Source: an optimization exercise on an open RTL-to-GDS flow (aim: small area, a short achievable clock period and few clock cycles). Production flows keep margins and buffers that such runs may drop.
RTL that was checked went through simulation tests only; none was proved equivalent to the original.
Power is estimated from default activity; no workload was simulated.

==> inputs of job 1159 <==
==> flow/design.v (excerpt) <==
module fenc (
    input  wire        clk,
    input  wire        rst,           
    input  wire        cmd_valid,
    output wire        cmd_ready,
    input  wire [31:0] cmd,
    output wire        rsp_valid,
    output wire        rsp_ok,
    output wire [15:0] rsp_data
);
export LEC_CHECK = 0
export CAP_MARGIN = 20
export CORE_MARGIN = 2
export CORE_UTILIZATION = 40
export CTS_CLUSTER_DIAMETER = 60
export CTS_CLUSTER_SIZE = 30
export SLEW_MARGIN = 20
create_clock -name core_clock -period 20.0 [get_ports {clk}]
standard.sh (not shown) runs the stock make flow with config.mk's settings and CLKGATE_MAP_FILE= SYNTH_SCRIPT=/design/flow/synth_recipe.tcl, a recipe that flattens the netlist after the stock synthesis.
==> flow/flow/run.sh <==
#!/bin/bash
# The standard layout (the standard.sh: its synthesis, placement, CTS and
# routing), with settings changed for the steps after synthesis:
# - the ports get buf_2 buffers instead of the smallest buffer cell,
# - repair_timing is asked to leave 11.7 ns of setup slack at the design's
#   clock period, so that cells are sized for a shorter achieved period,
# - core utilisation 40%; the clock tree settings are in config.mk.
set -euo pipefail
bash standard.sh synth > orfs_synth.log 2>&1
bash standard.sh SETUP_SLACK_MARGIN=11.7 CORE_UTILIZATION=40 "BUFFER_PORTS_ARGS=-buffer_cell sky130_fd_sc_hd__buf_2" finish > orfs_layout.log 2>&1
==> job 1042 (differences from job 1159) <==
--- a/flow/design.v
+++ b/flow/design.v
@@ -346,23 +346,27 @@
         end
     endgenerate
     wire [15:0] ch_rd = ch_a[raddr[1:0]];
     wire [7:0] fb_byte;
     fenc_fbrd u_fbrd (.v(fbp), .chk(fbchk), .proto(fproto_q), .n16(fn16_q),
                       .addr((op == OP_POP) ? optr_q : idx[5:0]), .byte_o(fb_byte));
-    wire [15:0] csr_dec = 16'd1 << idx[3:0];
-    wire [15:0] csr_rdata = ({16{csr_dec[0]}}  & {12'd0, cfg_q}) |
-                            ({16{csr_dec[1]}}  & {8'd0, 1'b0, ecode_q, 1'b0, err_q, fproto_q, fvalid_q}) |
-                            ({16{csr_dec[2]}}  & {10'd0, flen}) |
-                            ({16{csr_dec[3]}}  & {10'd0, optr_q}) |
-                            ({16{csr_dec[4]}}  & {8'd0, xsum_q}) |
-                            ({16{csr_dec[5]}}  & {8'd0, crc_q}) |
-                            ({16{csr_dec[8]}}  & {5'd0, aom_q}) |
-                            ({16{csr_dec[9]}}  & {5'd0, tmm_q}) |
-                            ({16{csr_dec[10]}} & {5'd0, aoc_q}) |
-                            ({16{csr_dec[11]}} & {5'd0, tmc_q});
+    reg [15:0] csr_rdata;
+    always @* begin
+        case (idx[3:0])
+            4'h0:    csr_rdata = {12'd0, cfg_q};
+            4'h1:    csr_rdata = {8'd0, 1'b0, ecode_q, 1'b0, err_q, fproto_q, fvalid_q};
+            4'h2:    csr_rdata = {10'd0, flen};
+            4'h3:    csr_rdata = {10'd0, optr_q};
+            4'h4:    csr_rdata = {8'd0, xsum_q};
+            4'h5:    csr_rdata = {8'd0, crc_q};
+            4'h8:    csr_rdata = {5'd0, aom_q};
+            4'h9:    csr_rdata = {5'd0, tmm_q};
+            4'hA:    csr_rdata = {5'd0, aoc_q};
+            default: csr_rdata = {5'd0, tmc_q};
+        endcase
+    end
     assign rsp_data = rsp_data_q | ({16{rs_ax}} & ax_rd) | ({16{rs_ch}} & ch_rd);
     wire [43:0] f_vals;
     generate
         for (gi = 0; gi < 4; gi = gi + 1) begin : g_fcl
             fenc_clamp u_c (.v(ch_a[gi]), .p(sq_proto), .c(f_vals[11 * gi +: 11]));
         end
==> flow/flow/run.sh (replaced) <==
#!/bin/bash
# The standard layout (the standard.sh: its synthesis, placement, CTS and
# routing), with settings changed for the steps after synthesis:
# - the ports get buf_4 buffers instead of the smallest buffer cell,
# - repair_timing is asked to leave 11.7 ns of setup slack at the design's
#   clock period, so that cells are sized for a shorter achieved period,
# - core utilisation 40%; the clock tree settings are in config.mk.
set -euo pipefail
bash standard.sh synth > orfs_synth.log 2>&1
bash standard.sh SETUP_SLACK_MARGIN=11.7 CORE_UTILIZATION=40 "BUFFER_PORTS_ARGS=-buffer_cell sky130_fd_sc_hd__buf_4" finish > orfs_layout.log 2>&1
==> flow/config.mk (replaced) <==
export PLATFORM = sky130hd
export DESIGN_NAME = fenc
export DESIGN_NICKNAME = fenc
export VERILOG_FILES = /design/flow/design.v
export SDC_FILE = /design/flow/constraint.sdc
export NUM_CORES = 4
export LEC_CHECK = 0
export CAP_MARGIN = 20
export CORE_MARGIN = 2
export CORE_UTILIZATION = 40
export CTS_CLUSTER_DIAMETER = 50
export CTS_CLUSTER_SIZE = 25
export PLACE_DENSITY = 0.75
export SLEW_MARGIN = 20
==> impl.org <==
** Status
- The run finished with no timing, DRC or antenna violations.

** Pwr
- Cell internal power was estimated by the tool at roughly 0.0023 W.

** Die
- Starting density of the core :: approximately two fifths

** Finish
- In the layout the commonest cells are sky130_fd_sc_hd__edfxtp_1 (508), sky130_fd_sc_hd__nor2_1 (267), sky130_fd_sc_hd__nand2_1 (253).
- After the flow finishes, the layout carries non-filler instances totaling between 4,000 and 5,000.
- Non-clock buffers in the final layout number approximately 140.

** Clocking
- Counting the buffers created by CTS gives between 50 and 60.
(the above is from job 1159)
==> impl.org <==
** Yosys
- After synthesis, flip-flops and latches occupy 50.0% of the total area.

** Clocking
- Number of buffers inserted during clock tree synthesis :: between 50 and 60

** Global routing
- Largest net degree at the start of global routing :: 120

** Die
- Starting density of the core :: around two fifths

** Pwr
- Internal Power :: about 0.0023 W

** Finish
- In the final layout, the registers with the most flip-flops are ch (256), fbp (176), ax (64).
- Leaving out the clock tree, the finished layout contains a buffer count of about 130.
- Once layout is complete, the cells apart from fillers number between 4,000 and 5,000.

** Status
- Status :: finished clean
(the above is from job 1042)
Testbench counts of job 1042, summed over its fixed seeds: cycles 604,871.
The RTL of job 1159 was laid out without a check of its function.

---

==> run a <==
fenc, a different RTL version from the one above (not shown whole).
// fenc
module fenc (
    input  wire        clk,
    input  wire        rst,           
    input  wire        cmd_valid,
    output wire        cmd_ready,
    input  wire [31:0] cmd,
    output wire        rsp_valid,
    output wire        rsp_ok,
    output wire [15:0] rsp_data
);
export LEC_CHECK = 0
export CAP_MARGIN = 20
export CORE_MARGIN = 2
export CORE_UTILIZATION = 40
export SLEW_MARGIN = 20
create_clock -name core_clock -period 20.0 [get_ports {clk}]
==> flow/flow/run.sh <==
#!/bin/bash
# The standard layout (the standard.sh: its synthesis, placement, CTS and
# routing), with settings changed for the steps after synthesis:
# - the ports get buf_4 buffers instead of the smallest buffer cell,
# - repair_timing is asked to leave 11.7 ns of setup slack at the design's
#   clock period, so that cells are sized for a shorter achieved period,
# - core utilisation 40%.
set -euo pipefail
bash standard.sh synth > orfs_synth.log 2>&1
bash standard.sh SETUP_SLACK_MARGIN=11.7 CORE_UTILIZATION=40 "BUFFER_PORTS_ARGS=-buffer_cell sky130_fd_sc_hd__buf_4" finish > orfs_layout.log 2>&1
==> inputs of run b, as changes to run a <==
--- a/flow/design.v
+++ b/flow/design.v
@@ -261,19 +261,18 @@
     reg [7:0]   fbchk;                
     reg         fvalid_q, fproto_q, fn16_q;
     reg [5:0]   optr_q;
     reg         err_q;
     reg [2:0]   ecode_q;
     reg [3:0]   cfg_q;                
     reg [10:0]  aom_q, tmm_q, aoc_q, tmc_q;    
     wire seq  = sq_map || sq_fmt;
-    wire idle = !busy && !seq;
-    wire take = cmd_valid && idle;
-    assign cmd_ready = idle && !rst;
+    wire take = cmd_valid && !busy && !seq && !rst;
+    assign cmd_ready = !busy && !seq && !rst;
     assign rsp_valid = busy && !rst;
     assign rsp_ok    = rsp_ok_q;
     wire [7:0]  op  = cmd[31:24];
     wire [7:0]  idx = cmd[23:16];
     wire [15:0] imm = cmd[15:0];
     wire idx0 = (idx == 8'd0);
     wire imm0 = (imm == 16'd0);
     reg legal;
==> flow/flow/run.sh (replaced) <==
#!/bin/bash
# The standard layout (the standard.sh: its synthesis, placement, CTS and
# routing), with settings changed for the steps after synthesis:
# - the ports get buf_4 buffers instead of the smallest buffer cell,
# - repair_timing is asked to leave 11.5 ns of setup slack at the design's
#   clock period, so that cells are sized for a shorter achieved period,
# - core utilisation 40%; the clock tree settings are in config.mk.
set -euo pipefail
bash standard.sh synth > orfs_synth.log 2>&1
bash standard.sh SETUP_SLACK_MARGIN=11.5 CORE_UTILIZATION=40 "BUFFER_PORTS_ARGS=-buffer_cell sky130_fd_sc_hd__buf_4" finish > orfs_layout.log 2>&1
CTS_BUF_LIST = sky130_fd_sc_hd__clkbuf_4 sky130_fd_sc_hd__clkbuf_8   (was unset)
==> inputs of run c, as changes to run a <==
--- a/flow/design.v
+++ b/flow/design.v
@@ -261,19 +261,18 @@
     reg [7:0]   fbchk;                
     reg         fvalid_q, fproto_q, fn16_q;
     reg [5:0]   optr_q;
     reg         err_q;
     reg [2:0]   ecode_q;
     reg [3:0]   cfg_q;                
     reg [10:0]  aom_q, tmm_q, aoc_q, tmc_q;    
     wire seq  = sq_map || sq_fmt;
-    wire idle = !busy && !seq;
-    wire take = cmd_valid && idle;
-    assign cmd_ready = idle && !rst;
+    wire take = cmd_valid && !busy && !seq && !rst;
+    assign cmd_ready = !busy && !seq && !rst;
     assign rsp_valid = busy && !rst;
     assign rsp_ok    = rsp_ok_q;
     wire [7:0]  op  = cmd[31:24];
     wire [7:0]  idx = cmd[23:16];
     wire [15:0] imm = cmd[15:0];
     wire idx0 = (idx == 8'd0);
     wire imm0 = (imm == 16'd0);
     reg legal;
==> flow/flow/run.sh (replaced) <==
#!/bin/bash
# The standard layout (the standard.sh: its synthesis, placement, CTS and
# routing), with settings changed for the steps after synthesis:
# - the ports get buf_4 buffers instead of the smallest buffer cell,
# - repair_timing is asked to leave 11.5 ns of setup slack at the design's
#   clock period, so that cells are sized for a shorter achieved period,
# - core utilisation 40%.
set -euo pipefail
bash standard.sh synth > orfs_synth.log 2>&1
bash standard.sh SETUP_SLACK_MARGIN=11.5 CORE_UTILIZATION=40 "BUFFER_PORTS_ARGS=-buffer_cell sky130_fd_sc_hd__buf_4" finish > orfs_layout.log 2>&1
==> notes.md <==
- Against run a, the via count of run b is smaller by about 2%.
- Final cell count: run c < run b < run a.
- The highest non-clock buffer count belongs to run a, the lowest to run c.
- Wire length: run a > run b > run c.
- Between run a and run b, the lower clock-buffer cell count is in run a (gap 52).
==> figures <==
                                                 run c      run a      run b
Outcome               no timing/DRC/antenna violations  no timing/DRC/antenna violations  no timing/DRC/antenna violations
Total of fill cells in the finished design       8,093      8,215      8,113
Final RePlAce weighted congestion                 1.02       1.04       1.02
Cell Rows                                          108        109        108
Post-Synth Adder-Cell Area                      0.0400     0.0398     0.0400
Antenna violations before repair                     2          0          4
Worst path max stage delay                      850 ps     150 ps     170 ps
Height of the chip                              301 um     302 um     301 um
Worst-case setup margin in the final layout  11,510 ps  11,620 ps  11,520 ps
Number of clock buffers in the layout               80         85        137
Worst path buffer plus inverter count                3          2          2
Testbench counts of run b, summed over its fixed seeds: cycles 604,871.
Testbench counts of run c, summed over its fixed seeds: cycles 604,871.
For run a, only the layout was checked, not whether the RTL still works.

static timing again, ports no longer ideal:
How much do the figures lean on ideal ports? The routed layouts below were timed once more, with nothing changed but the port constraints. Step 1 assumes that a clkbuf_16 drives the clock port and a buf_2 every other input. Step 2 also shifts input and output timing later by t, the mid clock arrival at the registers, as if the neighbouring blocks saw the same clock. a / b / c = ideal / step 1 / step 2; a / b = the first two.
run | t (ns) | slack for setup (ns) | worst register clock-pin slew, ns
job 1159 | 0.726 | 11.698 / 11.650 / 11.326 | 0.10 / 0.10
job 1042 | 0.716 | 11.698 / 11.649 / 11.577 | 0.10 / 0.10
run a | 0.704 | 11.616 / 11.556 / 11.556 | 0.07 / 0.07
run b | 0.800 | 11.522 / 11.479 / 11.479 | 0.08 / 0.08
run c | 0.690 | 11.507 / 11.443 / 11.463 | 0.07 / 0.07
After both steps every run listed still meets setup and hold. For job 1159, which loses most, drivers alone change the setup slack by -0.048 ns; drivers and shift together by -0.372 ns.
